This is an optimization exercise on Yosys and OpenROAD, whose aim is small area, not a production implementation.
Function was checked by simulation only, so behaviour that the tests miss may differ from the original.
No driver is modelled on the clock port, so clocking that relies on it looks cheaper here than on a real chip.
Power is estimated from default activity; no workload was simulated.

### design/flow/flow/run.sh
#!/bin/bash
# Layout flow: the standard synthesis, then its logic (not its
# flip-flops) re-mapped for area with Yosys/ABC, then the standard ORFS
# layout with the smallest buffer on each port and a clock tree of small
# buffers.  Each tool's output goes to a log file in the work folder.
set -euo pipefail
WORK=$(pwd)
R=$WORK/orfs/results/$FLOW_PLATFORM/piacom_rch/base
LIB=$FLOW_HOME/platforms/$FLOW_PLATFORM/lib/sky130_fd_sc_hd__tt_025C_1v80.lib
YOSYS=$(command -v yosys || echo "$FLOW_HOME/../tools/install/yosys/bin/yosys")

export BUFFER_PORTS_ARGS="-buffer_cell sky130_fd_sc_hd__buf_1"
export CTS_ARGS="-sink_clustering_enable -repair_clock_nets -buf_list sky130_fd_sc_hd__clkbuf_4 -dont_use_dummy_load"
export POST_CTS_TCL="$WORK/flow/post_cts.tcl"

# 1. standard synthesis
bash standard.sh synth > "$WORK/synth.log" 2>&1

# 2. re-map the logic, keeping flip-flops and tie cells as they are; each
#    candidate must be proven equal to the standard netlist, the smallest
#    one is kept (the standard netlist if none is)
STD=$R/1_2_yosys_std.v
cp "$R/1_2_yosys.v" "$STD"
DONT_USE=$(grep -o 'cell ("sky130_fd_sc_hd__[a-z0-9_]*")' "$LIB" | grep -E 'lpflow|probe' | sed 's/cell ("//; s/")//' | tr '\n' ' ')
KEEP=$(grep -o 'sky130_fd_sc_hd__[a-z0-9_]*' "$STD" | sort -u | grep -E '__(e?df|sdf|dl|conb)' | tr '\n' ' ')
best=""; best_area=""
for s in area area2 area3 area4 area5 area6; do
  cand=$R/1_2_yosys_$s.v
  if LIB="$LIB" DONT_USE="$DONT_USE" NETLIST="$STD" TOP="$FLOW_TOP" KEEP_CELLS="$KEEP" \
       ABC_SCRIPT="$WORK/flow/$s.abc" OUT="$cand" \
       "$YOSYS" -c "$WORK/flow/remap.tcl" > "$WORK/remap_$s.log" 2>&1 &&
     python3 "$WORK/flow/qnames.py" "$STD" "$cand" > "$WORK/qnames_$s.log" 2>&1 &&
     LIB="$LIB" GOLD="$STD" GATE="$cand" TOP="$FLOW_TOP" \
       "$YOSYS" -c "$WORK/flow/check.tcl" > "$WORK/check_$s.log" 2>&1; then
    a=$(grep 'Chip area for module' "$WORK/remap_$s.log" | tail -1 | awk '{print $NF}')
    echo "$s: proven equal, area $a" >> "$WORK/remap_choice.log"
    if [[ -z "$best" ]] || awk -v a="$a" -v b="$best_area" 'BEGIN{exit !(a<b)}'; then
      best=$cand; best_area=$a
    fi
  else
    echo "$s: refused" >> "$WORK/remap_choice.log"
  fi
done
if [[ -n "$best" ]]; then
  cp "$best" "$R/1_2_yosys.v"
  echo "using $best ($best_area)" >> "$WORK/remap_choice.log"
  rm -f "$R/1_synth.odb" "$R/1_synth.sdc"
else
  echo "using the standard netlist" >> "$WORK/remap_choice.log"
fi

# 3. layout from the chosen netlist
bash standard.sh > "$WORK/layout.log" 2>&1
### design/flow/flow/area.abc
&get -n
&st
&syn2
&dch -f
&nf -R 1000
&put
mfs2 -a
strash
&get -n
&st
&syn2
&dch -f
&nf -R 1000
&put
mfs2 -a
strash
&get -n
&st
&dch -f
&nf -R 1000
&put
topo
### design/flow/flow/area2.abc
&get -n
&st
&syn2
&dch -f
&nf -R 1000
&put
mfs2 -a
strash
&get -n
&st
&syn2
&dch -f
&nf -R 1000
&put
mfs2 -a
strash
&get -n
&st
&syn2
&dch -f
&nf -R 1000
&put
mfs2 -a
strash
&get -n
&st
&dch -f
&nf -R 1000
&put
topo
### design/flow/flow/area3.abc
&get -n
&st
&synch2
&dch -f
&nf -R 1000
&put
mfs2 -a
strash
&get -n
&st
&synch2
&dch -f
&nf -R 1000
&put
mfs2 -a
strash
&get -n
&st
&synch2
&dch -f
&nf -R 1000
&put
strash
&get -n
&st
&dch -f
&nf -R 1000
&put
topo
### design/flow/flow/area4.abc
&get -n
&st
&dc2
&dch -f
&nf -R 1000
&put
mfs2 -a
strash
&get -n
&st
&dc2
&dch -f
&nf -R 1000
&put
strash
&get -n
&st
&dch -f
&nf -R 1000
&put
topo
### design/flow/flow/area5.abc
strash
dch -f
map -a
mfs2 -a
strash
&get -n
&st
&dch -f
&nf -R 1000
&put
mfs2 -a
strash
&get -n
&st
&dch -f
&nf -R 1000
&put
topo
### design/flow/flow/area6.abc
&get -n
&st
&dch -f
&nf -R 1000
&put
mfs2 -a
strash
&get -n
&st
&syn2
&dch -f
&nf -R 1000
&put
strash
&get -n
&st
&dch -f
&nf -R 1000
&put
topo
### design/flow/flow/check.tcl
# Prove the re-mapped netlist equal to the standard synthesis's: same
# flip-flops by name, equal logic between them.  Exits non-zero otherwise.
yosys -import
read_liberty -ignore_miss_func $::env(LIB)
read_verilog $::env(GOLD)
yosys rename $::env(TOP) gold
read_verilog $::env(GATE)
yosys rename $::env(TOP) gate
hierarchy -check
flatten gold gate
opt_clean
equiv_make gold gate equiv
hierarchy -top equiv
equiv_simple -seq 1
equiv_induct
equiv_status -assert
### design/flow/flow/post_cts.tcl
# After clock tree synthesis: upsize the clock tree's root buffer and each
# buffer whose flip-flop clock pins would see a slow edge (estimated from
# placement, with margin), then legalize the placement again.
estimate_parasitics -placement
set target 0.118
set upsized 0
foreach inst [get_cells *] {
  if {[get_property $inst ref_name] ne "sky130_fd_sc_hd__clkbuf_4"} { continue }
  set opin [get_pins -of_objects $inst -filter "direction == output"]
  set net [get_nets -of_objects $opin]
  set worst 0.0
  set ff 0
  foreach p [get_pins -of_objects $net -filter "direction == input"] {
    set s [get_property $p slew_max]
    if {$s > $worst} { set worst $s }
    if {[get_property $p is_register_clock]} { incr ff }
  }
  if {$ff == 0 || $worst > $target} {
    replace_cell $inst sky130_fd_sc_hd__clkbuf_8
    incr upsized
    puts "post-CTS: [get_full_name $inst] to clkbuf_8 (sinks $ff, slew [format %.3f $worst])"
  }
}
puts "post-CTS: upsized $upsized clock buffers"
if {$upsized > 0} {
  detailed_placement
  check_placement -verbose
  estimate_parasitics -placement
}
### design/flow/flow/qnames.py
#!/usr/bin/env python3
"""Give each kept flip-flop's output net in the re-mapped netlist the name it
had in the standard synthesis.  Usage: qnames.py original.v remapped.v"""
import re, sys

def flops(text):
    res = {}
    for m in re.finditer(r'^\s*(sky130_fd_sc_hd__\w+)\s+(\S+)\s*\((.*?)\);', text, re.M | re.S):
        cell, name, body = m.groups()
        if re.search(r'__(e?df|sdf|dl)', cell):
            q = re.search(r'\.Q\(\s*(.*?)\s*\)', body)
            if q:
                res[name] = q.group(1).strip()
    return res

orig = open(sys.argv[1]).read()
new = open(sys.argv[2]).read()
fo, fn = flops(orig), flops(new)
ren = {}
for inst, q in fn.items():
    if inst in fo and fo[inst] != q and (fo[inst].startswith('\\') or '[' not in fo[inst]):
        ren[q] = fo[inst]
def tok(n):
    return n + ' ' if n.startswith('\\') else n
def sub(m):
    n = m.group(0).strip()
    return tok(ren[n]) if n in ren else m.group(0)
# identifiers: escaped (to whitespace) or plain
new2 = re.sub(r'\\\S+\s|\b[A-Za-z_][\w$]*\b', sub, new)
# a renamed net may now be declared twice
seen = set()
out = []
for line in new2.split('\n'):
    m = re.match(r'^\s*wire\s+(\\\S+|\w+)\s*;', line)
    if m:
        if m.group(1) in seen:
            continue
        seen.add(m.group(1))
    out.append(line)
open(sys.argv[2], 'w').write('\n'.join(out))
print(f'renamed {len(ren)} flip-flop outputs')
### design/flow/flow/remap.tcl
# Re-map the standard synthesis's logic for area. Flip-flops and tie cells
# are kept as they are: same instances, names and cell types.
yosys -import
set lib $::env(LIB)
read_liberty -ignore_miss_func $lib
read_verilog $::env(NETLIST)
hierarchy -top $::env(TOP)
foreach c $::env(KEEP_CELLS) { blackbox $c }
flatten
yosys rename -hide {w:*.*}
opt -purge
set du {}
foreach c $::env(DONT_USE) { lappend du -dont_use $c }
abc -script $::env(ABC_SCRIPT) -liberty $lib {*}$du
setundef -zero
splitnets
opt_clean -purge
hilomap -singleton -hicell sky130_fd_sc_hd__conb_1 HI -locell sky130_fd_sc_hd__conb_1 LO
insbuf -buf sky130_fd_sc_hd__buf_1 A X
opt_clean -purge
hierarchy -top $::env(TOP)
stat -liberty $lib
write_verilog -noattr -noexpr -nohex -nodec $::env(OUT)
### design/flow/standard.sh
#!/bin/bash
# synth_recipe.tcl (not shown) runs the flow's synth.tcl, then flattens the netlist and writes it again
# the make line also repeats each setting of config.mk as NAME=value (left out here)
make -C /OpenROAD-flow-scripts/flow DESIGN_CONFIG=/design/flow/config.mk WORK_HOME=/design/flow/orfs CLKGATE_MAP_FILE= SYNTH_SCRIPT=/design/flow/synth_recipe.tcl "${@:-finish}"
### design/flow/config.mk
export PLATFORM = sky130hd
export DESIGN_NAME = piacom_rch
export DESIGN_NICKNAME = piacom_rch
export VERILOG_FILES = /design/flow/design.v
export SDC_FILE = /design/flow/constraint.sdc
export NUM_CORES = 4
export LEC_CHECK = 0
export CAP_MARGIN = 20
export CORE_MARGIN = 2
export CORE_UTILIZATION = 70
export GPL_TIMING_DRIVEN = 0
export PLACE_DENSITY = 0.8
export SLEW_MARGIN = 20
### design/flow/constraint.sdc
create_clock -name core_clock -period 10.0 [get_ports {clk}]
set_input_delay 2.0000 -clock core_clock [delete_from_list [all_inputs] [get_ports {clk}]]
set_output_delay 2.0000 -clock core_clock [all_outputs]
set_load 0.01 [all_outputs]
### design/flow/design.v
module piacom_rch (
    input  wire        clk,
    input  wire        rst_n,
    input  wire        op_valid,
    input  wire [31:0] op_word,
    output wire        op_ready,
    output wire [2:0]  fault,
    output reg         started,
    input  wire        sw_n,
    output wire        sw_pullup,
    output reg         rst_out,
    output reg         rst_oe,
    output reg         tclk,
    output reg         tclk_oe,
    output reg         stb,
    output reg         stb_oe,
    input  wire        rdy,
    output reg         rtr,
    output reg         rtr_oe,
    input  wire        da,
    output reg         exp_init,
    output reg         exp_req,
    output reg         exp_we,
    output reg         exp_dev,
    output reg  [1:0]  exp_reg,
    output reg  [7:0]  exp_wdata,
    input  wire        exp_ack,
    input  wire [7:0]  exp_rdata,
    output reg         ser_init,
    input  wire        rx_avail,
    input  wire [7:0]  rx_data,
    output reg         rx_pop,
    output reg         tx_valid,
    output reg  [7:0]  tx_data,
    input  wire        tx_ready,
    output reg         have,
    output reg  [7:0]  rxb
);
    localparam [2:0]  F_ILLEGAL    = 3'd1;
    localparam [2:0]  F_RESERVED   = 3'd2;
    localparam [2:0]  F_NOTSTARTED = 3'd3;
    localparam [2:0]  F_RESTARTED  = 3'd4;
    localparam [2:0]  F_CLKRECONF  = 3'd5;
    localparam [4:0]
        M_IDLE      = 5'd0,
        M_SA        = 5'd20,    
        M_SB        = 5'd4,    
        M_CLKINIT   = 5'd18,
        M_SVC_AVAIL = 5'd22,
        M_SVC_POP   = 5'd5,
        M_KEY_STB0  = 5'd6,
        M_KEY_MAP   = 5'd7,
        M_KEY_WR    = 5'd8,
        M_KEY_1     = 5'd14,    
        M_KEY_2     = 5'd10,   
        M_VID_RTR   = 5'd1,
        M_VID_W     = 5'd11,   
        M_VID_RD    = 5'd9,
        M_VID_RTR0  = 5'd15,
        M_EMIT      = 5'd2,
        M_EMIT_LF   = 5'd3,
        M_EMIT_B    = 5'd12,
        M_OPDONE    = 5'd13;
    localparam [1:0]
        I_IDLE   = 2'd0,
        I_SAMPLE = 2'd1,
        I_HOLD   = 2'd2,
        I_EXIT   = 2'd3;
    localparam [9:0] HOLD_SEED  = 10'h3FF;
    localparam [9:0] PULSE_SEED = 10'h1FF;    
    localparam [9:0] HOLD_LAST  = 10'h14D;
    localparam [4:0] T_SEED = 5'h1F;
    localparam [4:0] T_POLL = 5'h12;
    localparam [4:0] T_VID  = 5'h11;
    function [7:0] map_key;
        input [7:0] v;
        reg is203, in97, ge96;
        begin
            is203 = (v == 8'd203);
            in97  = (v[7:5] == 3'b011) && (v[4:0] >= 5'd1) && (v[4:0] <= 5'd26);
            ge96  = v[7] || (v[6] && v[5]);
            map_key[7] = ge96 && !is203 && !in97;
            map_key[6] = v[6] && !is203;
            map_key[5] = v[5] && !in97;
            map_key[4] = v[4] || is203;
            map_key[3:0] = v[3:0];
        end
    endfunction
    function [7:0] key_fold;
        input [15:0] v;
        reg hz, in577;
        begin
            hz    = (v[15:8] == 8'd0);
            in577 = (v[15:8] == 8'd2) && (v[7:6] == 2'b01) &&
                    (v[5:0] >= 6'd1) && (v[5:0] <= 6'd26);
            key_fold = hz ? v[7:0] : in577 ? {2'b00, v[5:0]} : 8'hFF;
        end
    endfunction
    reg [4:0]  mstate;
    reg        cont;        
    reg [7:0]  b;           
    reg        clk_run;
    reg [2:0]  tj;          
    reg        irq_en;
    reg        irq_pend;
    reg [1:0]  istate;
    reg [9:0]  hold;
    reg        sw_meta, sw_sync, sw_prev;
    assign sw_pullup = tclk_oe;
    wire [7:0] key_m = map_key(b);
    wire faulted = (mstate[4:3] == 2'b11);
    assign fault = faulted ? mstate[2:0] : 3'd0;
    wire [7:0]  d_op  = op_word[31:24];
    wire [7:0]  d_rsv = op_word[23:16];
    wire [15:0] d_imm = op_word[15:0];
    wire d_startup = (d_op == 8'h01);
    wire d_clkinit = (d_op == 8'h02);
    wire d_keyxfer = (d_op == 8'h10);
    wire d_vidpoll = (d_op == 8'h11);
    wire d_emit    = (d_op == 8'h12);
    wire d_vidsvc  = (d_op == 8'h13);
    wire d_service = (d_op == 8'h20);
    wire d_legal   = d_startup | d_clkinit | d_keyxfer | d_vidpoll | d_emit | d_vidsvc | d_service;
    wire d_resv_bad = (d_rsv != 8'd0) |
                      (!d_keyxfer & (d_imm[15:8] != 8'd0)) |
                      (!d_keyxfer & !d_emit & (d_imm[7:0] != 8'd0));
    wire in_isr   = (istate != I_IDLE);
    wire bus_busy = exp_req | tx_valid;
    wire isr_take = irq_en & irq_pend & ~in_isr & ~bus_busy;
    wire main_run = ~in_isr & ~isr_take;
    assign op_ready = (mstate == M_IDLE) & main_run;
    wire op_fire = op_valid & op_ready;
    always @(posedge clk) begin
        if (!rst_n) begin
            sw_meta <= 1'b1;
            sw_sync <= 1'b1;
            sw_prev <= 1'b1;
        end else begin
            sw_meta <= sw_n;
            sw_sync <= sw_meta;
            sw_prev <= sw_sync;
        end
    end
    wire sw_change = (sw_sync != sw_prev);
    always @(posedge clk) begin
        if (!rst_n)
            irq_pend <= 1'b0;
        else if (irq_en && sw_change)
            irq_pend <= 1'b1;
        else if (isr_take)
            irq_pend <= 1'b0;
    end
    always @(posedge clk) begin
        if (!rst_n || !clk_run) begin
            tj   <= 3'b000;
            tclk <= 1'b0;
        end else begin
            tj   <= {tj[1:0], ~tj[2]};
            tclk <= tclk ^ (tj[2] & ~tj[1]);
        end
    end
    wire pulse_on   = main_run && (mstate == M_SB) && !rst_oe;
    wire hold_isr   = (istate == I_SAMPLE) && !sw_sync;
    wire hold_done  = (hold == HOLD_LAST);
    always @(posedge clk) begin
        if (pulse_on)
            hold <= PULSE_SEED;
        else if (hold_isr)
            hold <= HOLD_SEED;
        else
            hold <= {hold[8:0], hold[9] ^ hold[6]};
    end
    always @(posedge clk) begin
        if (!rst_n) begin
            istate <= I_IDLE;
        end else begin
            case (istate)
                I_IDLE:   if (isr_take) istate <= I_SAMPLE;
                I_SAMPLE: istate <= sw_sync ? I_EXIT : I_HOLD;
                I_HOLD:   if (hold_done) istate <= I_EXIT;
                default:  istate <= I_IDLE;
            endcase
        end
    end
    wire [4:0] t_step   = {b[3:0], b[4] ^ b[2]};
    wire       t_poll   = (b[4:0] == T_POLL);
    wire       t_vid    = (b[4:0] == T_VID);
    wire [7:0] tx_nb;
    assign tx_nb[7] = 1'b0;
    assign tx_nb[6] = ~tx_data[2] & ~(tx_data[0] & ~tx_data[3]);
    assign tx_nb[5] = tx_data[6] & tx_data[0] & ~tx_data[3];
    assign tx_nb[4] = ~(tx_data[4] | tx_data[3] | tx_data[2]);
    assign tx_nb[3] = (tx_data[6] | tx_data[2]) & ~(tx_data[6] & tx_data[3]);
    assign tx_nb[2] = (tx_data[6] & tx_data[0] & ~tx_data[3]) | tx_data[5];
    assign tx_nb[1] = tx_data[0] & ~(tx_data[3] & tx_data[6]);
    assign tx_nb[0] = tx_data[4] | (tx_data[3] & tx_data[6]);
    wire tx_banner_last = tx_data[1] & ~tx_data[2];
    wire       sel_imm = (mstate == M_IDLE);
    wire       sel_rx  = (mstate == M_SVC_AVAIL);
    wire       sel_rd  = (mstate == M_VID_RD) & exp_req & exp_ack;
    wire       t_load  = ((mstate == M_KEY_1) & !stb) | ((mstate == M_KEY_2) & stb) |
                         (mstate == M_VID_RTR);
    wire       t_run   = main_run & (((mstate == M_KEY_1) & stb) | ((mstate == M_KEY_2) & !stb) |
                                     (mstate == M_VID_W));
    wire       keep_hi = !(sel_imm | sel_rx | sel_rd);
    wire       keep_lo = keep_hi & !t_load & !t_run;
    wire [7:0] b_in    = ({8{sel_imm}} & key_fold(d_imm)) |
                         ({8{sel_rx}}  & rx_data) |
                         ({8{sel_rd}}  & {1'b0, exp_rdata[6:0]});
    always @(posedge clk) begin
        b[7:5] <= b_in[7:5] | ({3{keep_hi}} & b[7:5]);
        b[4:0] <= b_in[4:0] | ({5{t_load}} & T_SEED) | ({5{t_run}} & t_step) |
                  ({5{keep_lo}} & b[4:0]);
        cont   <= (sel_imm & (d_vidsvc | d_service)) | ((mstate != M_IDLE) & cont);
    end
    always @(posedge clk) begin
        if (!rst_n) begin
            mstate     <= M_IDLE;
            started    <= 1'b0;
            clk_run    <= 1'b0;
            irq_en     <= 1'b0;
            rst_out    <= 1'b0;
            rst_oe     <= 1'b0;
            tclk_oe    <= 1'b0;
            stb        <= 1'b0;
            stb_oe     <= 1'b0;
            rtr        <= 1'b0;
            rtr_oe     <= 1'b0;
            exp_init   <= 1'b0;
            exp_req    <= 1'b0;
            exp_we     <= 1'b0;
            exp_dev    <= 1'b0;
            exp_reg    <= 2'd0;
            exp_wdata  <= 8'd0;
            ser_init   <= 1'b0;
            rx_pop     <= 1'b0;
            tx_valid   <= 1'b0;
            tx_data    <= 8'd0;
            have       <= 1'b0;
            rxb        <= 8'd0;
        end else begin
            rx_pop <= 1'b0;
            if (tx_ready) tx_valid <= 1'b0;
            if (exp_ack)  exp_req  <= 1'b0;
            if (istate == I_SAMPLE)
                rst_out <= !sw_sync;
            else if (istate == I_HOLD && hold_done)
                rst_out <= 1'b0;
            if (main_run) begin
                case (mstate)
                    M_IDLE: begin
                        if (op_fire) begin
                            if (!d_legal)
                                mstate <= {2'b11, F_ILLEGAL};
                            else if (d_resv_bad)
                                mstate <= {2'b11, F_RESERVED};
                            else if (d_startup)
                                mstate <= started ? {2'b11, F_RESTARTED} : M_SA;
                            else if (d_clkinit)
                                mstate <= M_CLKINIT;
                            else if (!started)
                                mstate <= {2'b11, F_NOTSTARTED};
                            else if (d_keyxfer)
                                mstate <= M_KEY_STB0;
                            else if (d_emit)
                                mstate <= M_EMIT;
                            else if (d_service)
                                mstate <= M_SVC_AVAIL;
                            else
                                mstate <= M_VID_RTR;
                        end
                    end
                    M_SA: begin
                        ser_init <= 1'b1;
                        if (exp_init) stb_oe  <= 1'b1;
                        if (stb_oe)   rtr_oe  <= 1'b1;
                        if (rtr_oe)   tclk_oe <= 1'b1;
                        if (ser_init && !exp_init && !tx_valid) begin
                            if (tx_banner_last) begin
                                exp_init <= 1'b1;
                            end else begin
                                tx_valid <= 1'b1;
                                tx_data  <= tx_nb;
                            end
                        end
                        if (tclk_oe) begin
                            if (clk_run) begin
                                mstate <= {2'b11, F_CLKRECONF};
                            end else begin
                                clk_run <= 1'b1;
                                mstate  <= M_SB;
                            end
                        end
                    end
                    M_SB: begin
                        if (!rst_oe) begin
                            rst_oe  <= 1'b1;
                            rst_out <= 1'b1;
                        end else if (!irq_en) begin
                            if (!rst_out)
                                irq_en <= 1'b1;
                            else if (hold_done)
                                rst_out <= 1'b0;
                        end else if (exp_req) begin
                        end else if (!exp_we) begin
                            exp_req   <= 1'b1;
                            exp_we    <= 1'b1;
                            exp_dev   <= 1'b1;
                            exp_reg   <= 2'd0;
                            exp_wdata <= 8'hFF;
                        end else if (exp_dev && !exp_reg[0]) begin
                            exp_req   <= 1'b1;
                            exp_reg   <= 2'd1;
                            exp_wdata <= 8'h80;
                        end else if (exp_dev) begin
                            exp_req   <= 1'b1;
                            exp_dev   <= 1'b0;
                            exp_reg   <= 2'd0;
                            exp_wdata <= 8'h00;
                        end else begin
                            started <= 1'b1;
                            mstate  <= M_IDLE;
                        end
                    end
                    M_CLKINIT: begin
                        if (clk_run) begin
                            mstate <= {2'b11, F_CLKRECONF};
                        end else begin
                            clk_run <= 1'b1;
                            mstate  <= M_IDLE;
                        end
                    end
                    M_SVC_AVAIL: begin
                        if (rx_avail) begin
                            rx_pop <= 1'b1;
                            mstate <= M_SVC_POP;
                        end else begin
                            mstate <= M_VID_RTR;
                        end
                    end
                    M_SVC_POP: mstate <= M_KEY_STB0;
                    M_KEY_STB0: mstate <= M_KEY_MAP;
                    M_KEY_MAP: begin
                        if (key_m[7])
                            mstate <= cont ? M_VID_RTR : M_OPDONE;
                        else
                            mstate <= M_KEY_WR;
                    end
                    M_KEY_WR: begin
                        if (!exp_req) begin
                            exp_req   <= 1'b1;
                            exp_we    <= 1'b1;
                            exp_dev   <= 1'b0;
                            exp_reg   <= 2'd2;
                            exp_wdata <= {1'b1, key_m[6:0]};
                        end else if (exp_ack) begin
                            mstate  <= M_KEY_1;
                        end
                    end
                    M_KEY_1: begin
                        if (!stb) begin
                            stb    <= 1'b1;
                        end else if (rdy || t_poll)
                            mstate <= M_KEY_2;
                    end
                    M_KEY_2: begin
                        if (stb) begin
                            stb    <= 1'b0;
                        end else if (!rdy || t_poll)
                            mstate <= cont ? M_VID_RTR : M_OPDONE;
                    end
                    M_VID_RTR: begin
                        rtr    <= 1'b1;
                        mstate <= M_VID_W;
                    end
                    M_VID_W: begin
                        if (!t_vid) begin
                        end else if (da)
                            mstate <= M_VID_RD;
                        else begin
                            have   <= 1'b0;
                            mstate <= M_OPDONE;
                        end
                    end
                    M_VID_RD: begin
                        if (!exp_req) begin
                            exp_req <= 1'b1;
                            exp_we  <= 1'b0;
                            exp_dev <= 1'b1;
                            exp_reg <= 2'd2;
                        end else if (exp_ack) begin
                            rxb     <= {1'b0, exp_rdata[6:0]};
                            mstate  <= M_VID_RTR0;
                        end
                    end
                    M_VID_RTR0: begin
                        rtr    <= 1'b0;
                        have   <= 1'b1;
                        mstate <= cont ? M_EMIT : M_OPDONE;
                    end
                    M_EMIT: begin
                        mstate <= (b == 8'h0D) ? M_EMIT_LF : M_EMIT_B;
                    end
                    M_EMIT_LF: begin
                        if (!tx_valid) begin
                            tx_valid <= 1'b1;
                            tx_data  <= 8'h0A;
                        end else if (tx_ready) begin
                            mstate   <= M_EMIT_B;
                        end
                    end
                    M_EMIT_B: begin
                        if (!tx_valid) begin
                            tx_valid <= 1'b1;
                            tx_data  <= b;
                        end else if (tx_ready) begin
                            mstate   <= M_OPDONE;
                        end
                    end
                    M_OPDONE: mstate <= M_IDLE;
                    default: ;    
                endcase
            end
        end
    end
endmodule
==> run summary <==
## path summary, 6_finish.rpt
check / slack [ps] / start / end
setup reg to reg: 6690 / mstate[1] / exp_wdata[6]
hold reg to reg: 430 / sw_meta / sw_sync
hold / removal: 430 / sw_meta / sw_sync
setup / recovery: 6080 / irq_en / op_ready
## per-stage QoR
stage                     hold WS, ps  cell area [um^2]  worst slack [ps]
after floorplan                   386              3600              6180
after global placement            392              4070              5360
after detailed placement          410              4080              5870
after global routing              445              4170              5980
final                             431              4170              6080
## metal layers
| layer | up-vias | share of wire (%) |
|---|---|---|
| met2 | 293 | 47 |
| li1 | 1931 | - |
| met4 | 0 | 3.1 |
| met5 | - | 0 |
| met3 | 42 | 9.9 |
| met1 | 1848 | 40 |
## power groups by stage
stage	Clock [uW]	Combinational [uW]	Sequential, uW
after floorplan	0	261	465
after global placement	0	357	479
after detailed placement	0	370	484
after global routing	159	427	494
final	151	383	484
## area by class of cell
cell class	count	area, um^2
well taps	70	87.6
multi-input cells	373	2020
clock buffers	9	86.3
fillers	340	871
inverters	10	37.5
flip-flops and latches	77	1550
repair buffers	102	384
plain buffers	2	7.51
## cells in the final DEF (no fill, tap or decap), types with 3 or more instances in the layout
cell and n:
nand4_1 5, and3_1 7, a221oi_1 4, o21ai_0 44, clkbuf_8 3, dfxtp_1 76, o22ai_1 3, nand3_1 17
a22oi_1 4, a21oi_1 47, a2111oi_0 3, a31o_1 3, clkbuf_4 6, a211oi_1 4, nand2_1 44, nor3_1 22
nand2b_1 15, buf_1 103, or2_0 10, nand4b_1 3, nor4_1 7, clkinv_1 10, and2_0 3, a222oi_1 3
nor2b_1 9, nor2_1 71, a31oi_1 9
==> flow_summary.json <==
{
  "die_w_um": 75.7,
  "p_leak_uw": 0.00146,
  "via_count": 4114,
  "synth_area_um2": 3600,
  "die_h_um": 75.7,
  "hold_viol_final": 0,
  "cp_top_family": "compound AO/OA/AOI/OAI gates",
  "gp_congestion": 1.05,
  "wl_per_cell_um": 16.7,
  "largest_reg_flops": 10,
  "synthCells": 462,
  "min_path_cells": 1,
  "ios": 105,
  "clk_latency_ps": 350,
  "yosysWarnings": 1,
  "max-slew-margin-rel_pct": 32.2,
  "clkTransAtPathRegs_ps": 110,
  "fin_nets": 632,
  "final_max_slew_viol_count": 0,
  "arrival_ps": 1920,
  "crit_chain": "nor3b_1 -> a211o_1 -> nor2_1 -> buf_1",
  "r2r_cells": 9,
  "core_um2": 5040,
  "internal_power_uw": 584,
  "synth_nets": 519,
  "first_iter_violations": 565,
  "cp-end-kind": "primary output",
  "outcome": "complete, no violations",
  "grt.total_usage_pct": 37.4,
  "antenna_found_initial": 0,
  "fmax_mhz": 255,
  "avgViaCountPerCell": 6.40,
  "die_area_um2": 5730,
  "drive_gt1_share_pct": 2.27,
  "p_sw_share_pct": 42.6,
  "met1_usage_pct": 46.8,
  "drtAntennaViolNets": 0,
  "syn2layout_area_growth_pct": 15.9,
  "drv_cap": 0,
  "grt_pass1_wl_um": 16200,
  "totalWireLength_um": 10700,
  "finalSetupViolations": 0,
  "p_seq_share_pct": 47.5,
  "clock_sinks": 77,
  "hpwlAfterDp_um": 7740,
  "grt_max_degree": 38,
  "antenna_cells": 0,
  "rsz0062_at_grt": "false",
  "use_met3_pct": 8.20,
  "grt_pass1_vias": 3546,
  "critical_path.slowest_cell": "a211o_1",
  "io_buffers": 102,
  "utilization_pct": 82.7,
  "grt_overflow": 0,
  "cts_tree": "done",
  "first_pass_iters": 5,
  "finalPower_uw": 1020,
  "largest_register": "hold",
  "worstPathRequired_ps": 8000,
  "fin_skew_ps": 25.0,
  "power_density_nw_per_um2": 244,
  "peakVddDrop_uv": 196,
  "grt-busiest-layer": "met2",
  "p_sw_uw": 434,
  "startpoint_type": "flip-flop",
  "combPwrFrac_pct": 37.7,
  "fin_cells": 643,
  "path_class": "reg2out",
  "drc_errors": 0,
  "placed_cells_incl_taps": 634,
  "rows": 26,
  "critPathMaxFanout": 17,
  "path_buf_inv": 1,
  "start_util_pct": 71.4,
  "grtUsageMet2_pct": 61.6,
  "hold_path_class": "reg2reg",
  "max_slew.worst_pin.slew_ps": 1010,
  "fin_tns_setup_ps": 0,
  "cp_num_cells": 4,
  "syn_avg_cell_area_um2": 7.79,
  "finalCritPeriodShare_pct": 39.2,
  "fin_crit_ps": 3920,
  "worst_path_largest_cell_delay_ps": 590,
  "p_clk_share_pct": 14.8
}

static timing again, ports no longer ideal:
How much do the figures lean on ideal ports? The routed layout below was timed once more, with nothing changed but the port constraints.
Step 1, drivers: a clkbuf_16 drives clk and a buf_2 each remaining input, both assumed.
Step 2 also shifts input and output timing later by t, the mid clock arrival at the registers, as if the neighbouring blocks saw the same clock.
a / b / c = no drivers / after step 1 / after step 2; a / b = the first two.
t (ns): 0.368
slack for setup (ns): 6.080 / 6.050 / 5.800
hold WS [ns]: 0.431 / 0.431 / 0.431
worst register clock-pin slew, ns: 0.11 / 0.11
After both steps this run still meets setup and hold. For this run, drivers alone change the setup slack by -0.030 ns; drivers and shift together by -0.280 ns.
